Background: an optimization exercise with open tools, aiming at small area. Do not read the settings as production practice.
The RTL was checked by simulation tests, not by an equivalence proof against the original design.
No activity file was given, so power comes from the tool's default toggle rates.

==> wip/pepper <==
==> flow/design.v <==
module klt_block (
    input  wire        clk,
    input  wire        rst,
    input  wire [3:0]  col_n,
    input  wire        led_ready,
    output wire [3:0]  row_n,
    output wire        led_valid,
    output wire [31:0] led_word,
    output wire        pwm_out,
    output wire        reboot_req,
    output wire        log_valid,
    output wire [4:0]  log_code
);
    localparam [3:0] S_RST  = 4'b0000, S_DISP = 4'b0001, S_EMIT = 4'b0010, S_HALT = 4'b0011,
                     S_SET1 = 4'b0100, S_SET2 = 4'b0101, S_COL  = 4'b0110, S_REL  = 4'b0111,
                     S_TON  = 4'b1000, S_TGAP = 4'b1001, S_HOLD = 4'b1010, S_IDLE = 4'b1011;
    localparam [8:0] P0 = 9'b000000011;      
    localparam [5:0] S0 = 6'b011110;      
    reg [3:0]  ph;
    reg [10:0] pws;      
    reg        pwh;      
    reg [3:0]  sync1;
    reg        sync2;    
    reg [8:0]  psc;
    reg [5:0]  sub;
    reg [1:0]  kr, kc;
    reg [3:0]  apc;
    wire       waiting = ph[3] & ~ph[2];
    wire       pwrap   = ~psc[1] & psc[2] & psc[3] & ~psc[4] & ~psc[6] & psc[7] & psc[8];    
    wire       u1      = ~sub[1];     
    wire       u2      = sub[0];     
    wire       u3      = ~sub[3];     
    wire       u9      = sub[0] & sub[1];     
    wire       u59     = sub[0] & ~sub[1] & sub[2] & ~sub[3] & ~sub[4] & ~sub[5];    
    wire       plast   = sub[0] & sub[1] & sub[4];    
    wire [3:0] key     = {kr, kc};
    wire       col_now = sync2;
    wire       mel     = apc[3];
    wire k0    = (key == 4'd0);
    wire kZ    = (key == 4'd13);
    wire kfill = kc[1] & (kc[0] | (kr[1] & kr[0]));       
    wire h_k0  = ~kr[0] & ~kc[0];                          
    wire h_kZ  = kc[0] & ~kc[1];                           
    reg tdone;
    always @(*) begin
        case (ph)
            S_TON:   tdone = pwrap & (mel ? u9 : u3);
            S_TGAP:  tdone = pwrap & (mel ? u2 : u3);
            S_HOLD:  tdone = (pwrap & (h_k0 ? u59 : u1)) | ~(h_k0 | h_kZ);    
            default: tdone = pwrap & u1;                                      
        endcase
    end
    wire gbit = (sub[3] & sub[4] & ~apc[1]) |
                 (~sub[0] & sub[1] & ~sub[4] & apc[1]) |
                 (~sub[2] & ~sub[3] & ~sub[4] & sub[5] & apc[1]) |
                 (sub[0] & ~sub[4] & ~sub[5] & ~apc[1]) |
                 (~sub[3] & sub[5] & ~apc[0] & ~apc[1]) |
                 (sub[3] & sub[4] & sub[5] & apc[2]) |
                 (sub[1] & ~sub[4] & ~apc[2]) |
                 (sub[1] & sub[4] & sub[5] & apc[2]) |
                 (sub[0] & sub[1] & ~sub[4] & ~apc[0]) |
                 (~sub[1] & ~sub[3] & sub[5] & ~apc[2]) |
                 (~sub[1] & ~sub[2] & sub[3] & apc[0] & ~apc[1]) |
                 (~sub[0] & sub[3] & sub[4] & ~sub[5] & ~apc[2]) |
                 (sub[2] & sub[5] & ~apc[1]) |
                 (sub[2] & sub[3] & ~apc[0] & ~apc[1]) |
                 (sub[2] & sub[3] & ~sub[4] & ~apc[2]) |
                 (sub[0] & sub[2] & sub[4] & apc[0] & apc[2]) |
                 (sub[0] & ~sub[1] & ~sub[4] & ~sub[5] & apc[0] & apc[2]);
    wire e_gw  = kr[1] & kr[0];                            
    wire e_g   = kr[1] & kr[0] & kc[0];                    
    wire e_w   = kr[1] & ~kc[0];                           
    wire e_b   = ~kr[1] & kr[0];                           
    wire e_r   = ~kr[0] & (kr[1] | (~kc[0] & gbit));       
    assign led_word = {1'b0, e_gw, {6{e_g}},
                       1'b0, e_r, e_r | e_w, {5{e_r}},
                       {3{e_b}}, e_b | e_w, {4{e_b}},
                       8'h00};
    assign led_valid  = (ph == S_EMIT);
    assign pwm_out    = (ph == S_TON) & ~pwh;
    assign reboot_req = (ph == S_HALT);
    assign log_valid  = (ph == S_DISP) & apc[0] & ~apc[1] & ~apc[2];
    assign log_code   = {1'b1, kr, kc};
    assign row_n      = (ph[3:2] == 2'b01) ? ~(4'b0001 << kr) : 4'b1111;
    wire scan_go = (ph == S_RST) || (ph == S_IDLE && tdone);
    reg [1:0] kc_n;
    always @(*) begin
        kc_n = kc;
        if (scan_go) kc_n = 2'd0;
        else if (ph == S_COL && col_now) kc_n = kc + 2'd1;
    end
    wire pwz = (pws[9:0] == 10'd0);
    always @(posedge clk) begin
        sync1 <= col_n;
        sync2 <= sync1[kc_n];
        kc    <= kc_n;
        if (!waiting || pwrap) psc <= P0;
        else                   psc <= {psc[7:0], psc[3] ^ psc[8]};
        if (!(waiting || ph == S_EMIT) || (waiting && tdone) || (ph == S_EMIT && led_ready && plast))
            sub <= S0;
        else if ((waiting && pwrap) || (ph == S_EMIT && led_ready))
            sub <= {sub[4:0], sub[0] ^ sub[5]};
        if (rst) begin
            ph  <= S_RST;
            pws <= 11'd0;
            pwh <= 1'b0;
        end else begin
            pws <= {pws[9:0], pws[10] ^ pws[8] ^ pwz};
            if (pws[10] & pwz) pwh <= ~pwh;
            case (ph)
                S_RST, S_IDLE: begin
                    if (scan_go) begin
                        kr <= 2'd0;
                        ph <= S_SET1;
                    end
                end
                S_SET1: ph <= S_SET2;
                S_SET2: ph <= S_COL;
                S_COL: begin
                    if (!col_now) begin
                        ph <= S_REL;
                    end else if (kc == 2'd3) begin
                        if (kr == 2'd3) begin
                            ph  <= S_IDLE;
                        end else begin
                            kr  <= kr + 2'd1;
                            ph  <= S_SET1;
                        end
                    end
                end
                S_REL: begin
                    if (col_now) begin
                        apc <= 4'd1;
                        ph  <= S_DISP;
                    end
                end
                S_DISP: begin
                    if (k0) begin
                        if (apc[3] | (apc[0] & ~apc[1] & ~apc[2]))
                            ph <= S_TON;                       
                        else if (~apc[0] & ~apc[2] & ~apc[3])
                            ph <= S_IDLE;                      
                        else
                            ph <= S_EMIT;                      
                    end else if (kfill & apc[0]) begin
                        ph <= S_EMIT;
                    end else if (kZ) begin
                        ph <= apc[0] ? S_HOLD : S_HALT;        
                    end else begin
                        ph <= S_IDLE;
                    end
                end
                S_TON: begin
                    if (tdone) begin
                        ph  <= S_TGAP;
                    end
                end
                S_TGAP: begin
                    if (tdone) begin
                        apc <= apc + 4'd1;
                        if (apc == 4'd2 || apc == 4'd15) begin
                            ph  <= S_DISP;
                        end else begin
                            ph  <= S_TON;
                        end
                    end
                end
                S_EMIT: begin
                    if (led_ready) begin
                        if (plast) ph <= S_HOLD;
                    end
                end
                S_HOLD: begin
                    if (tdone) begin
                        apc <= apc + 4'd1;
                        ph  <= S_DISP;
                    end
                end
                default: ;
            endcase
        end
    end
endmodule
==> flow/flow/run.sh <==
#!/bin/bash
# The standard layout (standard.sh, which writes the ORFS logs under
# orfs/logs), with these changes; make's own output goes to standard.log.
#  - Synthesis maps the logic for area: ABC runs flow/abc.script (deep AIG
#    optimisation, then area-oriented mapping) instead of ORFS's speed script,
#    and no adder cells are mapped (the design has no arithmetic). Registers
#    are mapped exactly as in the standard synthesis.
#  - Port buffers are the smallest buffer (buf_1) instead of a delay cell.
#  - Clock tree: sinks clustered under clkbuf_8 buffers, no dummy loads.
set -e
W=$PWD
mkdir -p "$W/scripts"
for f in "$FLOW_HOME"/scripts/*; do ln -sf "$f" "$W/scripts/"; done
rm -f "$W/scripts/abc_speed.script"
cp "$W/flow/abc.script" "$W/scripts/abc_speed.script"
export BUFFER_PORTS_ARGS="-buffer_cell sky130_fd_sc_hd__buf_1"
export CTS_ARGS="-sink_clustering_enable -repair_clock_nets -sink_clustering_size 10 -sink_clustering_max_diameter 50 -buf_list sky130_fd_sc_hd__clkbuf_4 -dont_use_dummy_load"
bash standard.sh SCRIPTS_DIR="$W/scripts" ADDER_MAP_FILE= finish > standard.log 2>&1
==> flow/flow/abc.script <==
&get -n
&st
&deepsyn -T 20
&dch -f
&nf -a -p -R 1000
&put
topo
dnsize -c
==> flow/standard.sh <==
#!/bin/bash
# synth_recipe.tcl (not shown) runs the flow's synth.tcl, then flattens the netlist and writes it again
# the make line also repeats each setting of config.mk as NAME=value (left out here)
make -C /OpenROAD-flow-scripts/flow DESIGN_CONFIG=/design/flow/config.mk WORK_HOME=/design/flow/orfs CLKGATE_MAP_FILE= SYNTH_SCRIPT=/design/flow/synth_recipe.tcl "${@:-finish}"
==> flow/config.mk <==
export PLATFORM = sky130hd
export DESIGN_NAME = klt_block
export DESIGN_NICKNAME = klt_block
export VERILOG_FILES = /design/flow/design.v
export SDC_FILE = /design/flow/constraint.sdc
export NUM_CORES = 4
export LEC_CHECK = 0
export CAP_MARGIN = 20
export CORE_MARGIN = 2
export CORE_UTILIZATION = 40
export SLEW_MARGIN = 20
==> flow/constraint.sdc <==
create_clock -name core_clock -period 10.0 [get_ports {clk}]
set_input_delay 2.0000 -clock core_clock [delete_from_list [all_inputs] [get_ports {clk}]]
set_output_delay 2.0000 -clock core_clock [all_outputs]
set_load 0.01 [all_outputs]
==> wip/indigo (differences from wip/pepper) <==
--- a/flow/design.v
+++ b/flow/design.v
@@ -12,19 +12,29 @@
     output wire [4:0]  log_code
 );
-    localparam [3:0] S_RST  = 4'b0000, S_DISP = 4'b0001, S_EMIT = 4'b0010, S_HALT = 4'b0011,
-                     S_SET1 = 4'b0100, S_SET2 = 4'b0101, S_COL  = 4'b0110, S_REL  = 4'b0111,
-                     S_TON  = 4'b1000, S_TGAP = 4'b1001, S_HOLD = 4'b1010, S_IDLE = 4'b1011;
+    localparam [2:0] S_SCAN = 3'b000, S_DISP = 3'b001, S_EMIT = 3'b010, S_HALT = 3'b011,
+                     S_TON  = 3'b100, S_TGAP = 3'b101, S_HOLD = 3'b110, S_IDLE = 3'b111;
     localparam [8:0] P0 = 9'b000000011;      
     localparam [5:0] S0 = 6'b011110;      
-    reg [3:0]  ph;
-    reg [10:0] pws;      
+    reg [2:0]  ph;
+    localparam [10:0] PW_INV = 11'b10101010101;
+    localparam [8:0]  PS_INV = 9'b101010101;
+    localparam [5:0]  SU_INV = 6'b101010;
+    reg  [10:0] pwq;
+    wire [10:0] pws = pwq ^ PW_INV;     
     reg        pwh;      
-    reg [3:0]  sync1;
+    reg        sync1a;   
+    reg        sync1b;   
     reg        sync2;    
-    reg [8:0]  psc;
-    reg [5:0]  sub;
+    reg  [8:0]  psq;
+    wire [8:0]  psc = psq ^ PS_INV;
+    reg  [5:0]  suq;
+    wire [5:0]  sub = suq ^ SU_INV;
     reg [1:0]  kr, kc;
     reg [3:0]  apc;
-    wire       waiting = ph[3] & ~ph[2];
+    wire       waiting = ph[2];
+    wire       scan    = (ph == S_SCAN);
+    wire       sc_pre  = apc[3];
+    wire       sc_col  = apc[1] & ~apc[0];
+    wire       sc_rel  = apc[1] & apc[0] & ~apc[3];
     wire       pwrap   = ~psc[1] & psc[2] & psc[3] & ~psc[4] & ~psc[6] & psc[7] & psc[8];    
     wire       u1      = ~sub[1];     
@@ -82,55 +92,62 @@
     assign log_valid  = (ph == S_DISP) & apc[0] & ~apc[1] & ~apc[2];
     assign log_code   = {1'b1, kr, kc};
-    assign row_n      = (ph[3:2] == 2'b01) ? ~(4'b0001 << kr) : 4'b1111;
-    wire scan_go = (ph == S_RST) || (ph == S_IDLE && tdone);
+    assign row_n      = (scan & ~apc[3]) ? ~(4'b0001 << kr) : 4'b1111;
+    wire scan_go = (scan & sc_pre) || (ph == S_IDLE && tdone);
     reg [1:0] kc_n;
     always @(*) begin
         kc_n = kc;
         if (scan_go) kc_n = 2'd0;
-        else if (ph == S_COL && col_now) kc_n = kc + 2'd1;
+        else if (scan && sc_col && col_now) kc_n = kc + 2'd1;
     end
     wire pwz = (pws[9:0] == 10'd0);
     always @(posedge clk) begin
-        sync1 <= col_n;
-        sync2 <= sync1[kc_n];
+        sync1a <= col_n[kc_n];
+        sync1b <= col_n[kc_n + 2'd1];
+        sync2  <= (kc_n == kc) ? sync1a : sync1b;
         kc    <= kc_n;
-        if (!waiting || pwrap) psc <= P0;
-        else                   psc <= {psc[7:0], psc[3] ^ psc[8]};
+        if (!waiting || pwrap) psq <= P0 ^ PS_INV;
+        else                   psq <= {psc[7:0], psc[3] ^ psc[8]} ^ PS_INV;
         if (!(waiting || ph == S_EMIT) || (waiting && tdone) || (ph == S_EMIT && led_ready && plast))
-            sub <= S0;
+            suq <= S0 ^ SU_INV;
         else if ((waiting && pwrap) || (ph == S_EMIT && led_ready))
-            sub <= {sub[4:0], sub[0] ^ sub[5]};
+            suq <= {sub[4:0], sub[0] ^ sub[5]} ^ SU_INV;
         if (rst) begin
-            ph  <= S_RST;
-            pws <= 11'd0;
+            ph  <= S_SCAN;
+            apc <= 4'd15;
+            pwq <= PW_INV;
             pwh <= 1'b0;
         end else begin
-            pws <= {pws[9:0], pws[10] ^ pws[8] ^ pwz};
+            pwq <= {pws[9:0], pws[10] ^ pws[8] ^ pwz} ^ PW_INV;
             if (pws[10] & pwz) pwh <= ~pwh;
             case (ph)
-                S_RST, S_IDLE: begin
-                    if (scan_go) begin
-                        kr <= 2'd0;
-                        ph <= S_SET1;
-                    end
-                end
-                S_SET1: ph <= S_SET2;
-                S_SET2: ph <= S_COL;
-                S_COL: begin
-                    if (!col_now) begin
-                        ph <= S_REL;
-                    end else if (kc == 2'd3) begin
-                        if (kr == 2'd3) begin
-                            ph  <= S_IDLE;
-                        end else begin
-                            kr  <= kr + 2'd1;
-                            ph  <= S_SET1;
+                S_IDLE: begin
+                    if (tdone) begin
+                        kr  <= 2'd0;
+                        apc <= 4'd0;
+                        ph  <= S_SCAN;
+                    end
+                end
+                S_SCAN: begin
+                    if (sc_pre) begin
+                        kr  <= 2'd0;
+                        apc <= 4'd0;
+                    end else if (sc_col) begin
+                        if (!col_now) begin
+                            apc <= 4'd3;                   
+                        end else if (kc == 2'd3) begin
+                            if (kr == 2'd3) begin
+                                ph  <= S_IDLE;
+                            end else begin
+                                kr  <= kr + 2'd1;
+                                apc <= 4'd0;               
+                            end
                         end
-                    end
-                end
-                S_REL: begin
-                    if (col_now) begin
-                        apc <= 4'd1;
-                        ph  <= S_DISP;
+                    end else if (sc_rel) begin
+                        if (col_now) begin
+                            apc <= 4'd1;
+                            ph  <= S_DISP;
+                        end
+                    end else begin
+                        apc <= apc + 4'd1;                 
                     end
                 end
--- a/flow/flow/run.sh
+++ b/flow/flow/run.sh
@@ -7,5 +7,7 @@
 #    are mapped exactly as in the standard synthesis.
 #  - Port buffers are the smallest buffer (buf_1) instead of a delay cell.
-#  - Clock tree: sinks clustered under clkbuf_8 buffers, no dummy loads.
+#  - Tie cells are not split per load (SKIP_REPAIR_TIE_FANOUT): one tie
+#    cell drives all constant-0 outputs.
+#  - Clock tree: sinks clustered under clkbuf_4 buffers, no dummy loads.
 set -e
 W=$PWD
@@ -15,4 +17,5 @@
 cp "$W/flow/abc.script" "$W/scripts/abc_speed.script"
 export BUFFER_PORTS_ARGS="-buffer_cell sky130_fd_sc_hd__buf_1"
-export CTS_ARGS="-sink_clustering_enable -repair_clock_nets -sink_clustering_size 10 -sink_clustering_max_diameter 50 -buf_list sky130_fd_sc_hd__clkbuf_4 -dont_use_dummy_load"
+export CTS_ARGS="-sink_clustering_enable -repair_clock_nets -sink_clustering_size 100 -sink_clustering_max_diameter 500 -buf_list sky130_fd_sc_hd__clkbuf_4 -dont_use_dummy_load"
+export SKIP_REPAIR_TIE_FANOUT=1
 bash standard.sh SCRIPTS_DIR="$W/scripts" ADDER_MAP_FILE= finish > standard.log 2>&1
--- a/flow/config.mk
+++ b/flow/config.mk
@@ -8,4 +8,4 @@
 export CAP_MARGIN = 20
 export CORE_MARGIN = 2
-export CORE_UTILIZATION = 40
+export CORE_UTILIZATION = 55
 export SLEW_MARGIN = 20
==> qor summary <==
| metric | wip/indigo | wip/pepper |
|---|---|---|
| Outcome | complete, no violations | complete, no violations |
| Clk cell area share | 0.0177 | 0.0165 |
| Relative contribution of combinational cells to total power | 0.451 | 0.348 |
| Worst flop-to-flop path endpoint | apc[1] | ph[0] |
| Final clock skew | 0.0135 ns | 0.0176 ns |
| Final standard cell utilization of the core | 0.578 | 0.437 |
| Top-area cell type share of the netlist area | 0.373 | 0.347 |
| Number of distinct library cells after synthesis | 40 | 38 |
| Worst R2R Setup Slack | 7.42 ns | 7.39 ns |
| Fillcell total | 362 | 535 |
| Number of DRC markers after the initial detailed-route iteration | 131 | 142 |
| Wire length per cell after detailed routing | 12.6 um | 12.6 um |
| Half-perimeter wire length after detailed placement | 3.04 mm | 3.23 mm |
| Reg power frac | 0.433 | 0.493 |
| Met3 WL | 319 um | 266 um |
| Pre-CTS setup slack | 5.98 ns | 6.19 ns |
| Internal power component | 324 uW | 277 uW |
| Count of placed standard cells including taps | 323 | 345 |
| Multi-In Gates | 187 | 186 |
| Number of global-route vias before repair | 1532 | 1603 |
| Synthesized-area fraction occupied by ao, oa, aoi and oai cells | 0.186 | 0.166 |
| Sequential-cell power consumption | 259 uW | 225 uW |
| Seq_cells | 41 | 44 |

-- static timing again, ports no longer ideal --
The results above use ideal ports. As a check the final layouts listed here were re-extracted and re-timed, cells and wires unchanged. Step 1 (the two cells are an assumption about what drives the block):
set clk [get_ports {clk}]
set_driving_cell -lib_cell sky130_fd_sc_hd__clkbuf_16 $clk
set_driving_cell -lib_cell sky130_fd_sc_hd__buf_2 [delete_from_list [all_inputs] $clk]
Step 2, shift: input delay + t, output delay - t, t = (earliest + latest rising clock arrival at the registers) / 2. This alone moves slack from input paths to output paths. a / b / c = ideal / step 1 / step 2; a / b = the first two.
run | shift t [ns] | setup slack, ns | worst hold slack (ns) | latest minus earliest clock arrival (ns) | worst register clock-pin slew, ns
wip/pepper | 0.364 | 5.808 / 5.785 / 6.149 | 0.430 / 0.430 / 0.430 | 0.018 / 0.018 | 0.12 / 0.12
wip/indigo | 0.351 | 5.616 / 5.592 / 5.943 | 0.377 / 0.377 / 0.377 | 0.014 / 0.013 | 0.11 / 0.11
After both steps every run listed still meets setup and hold.
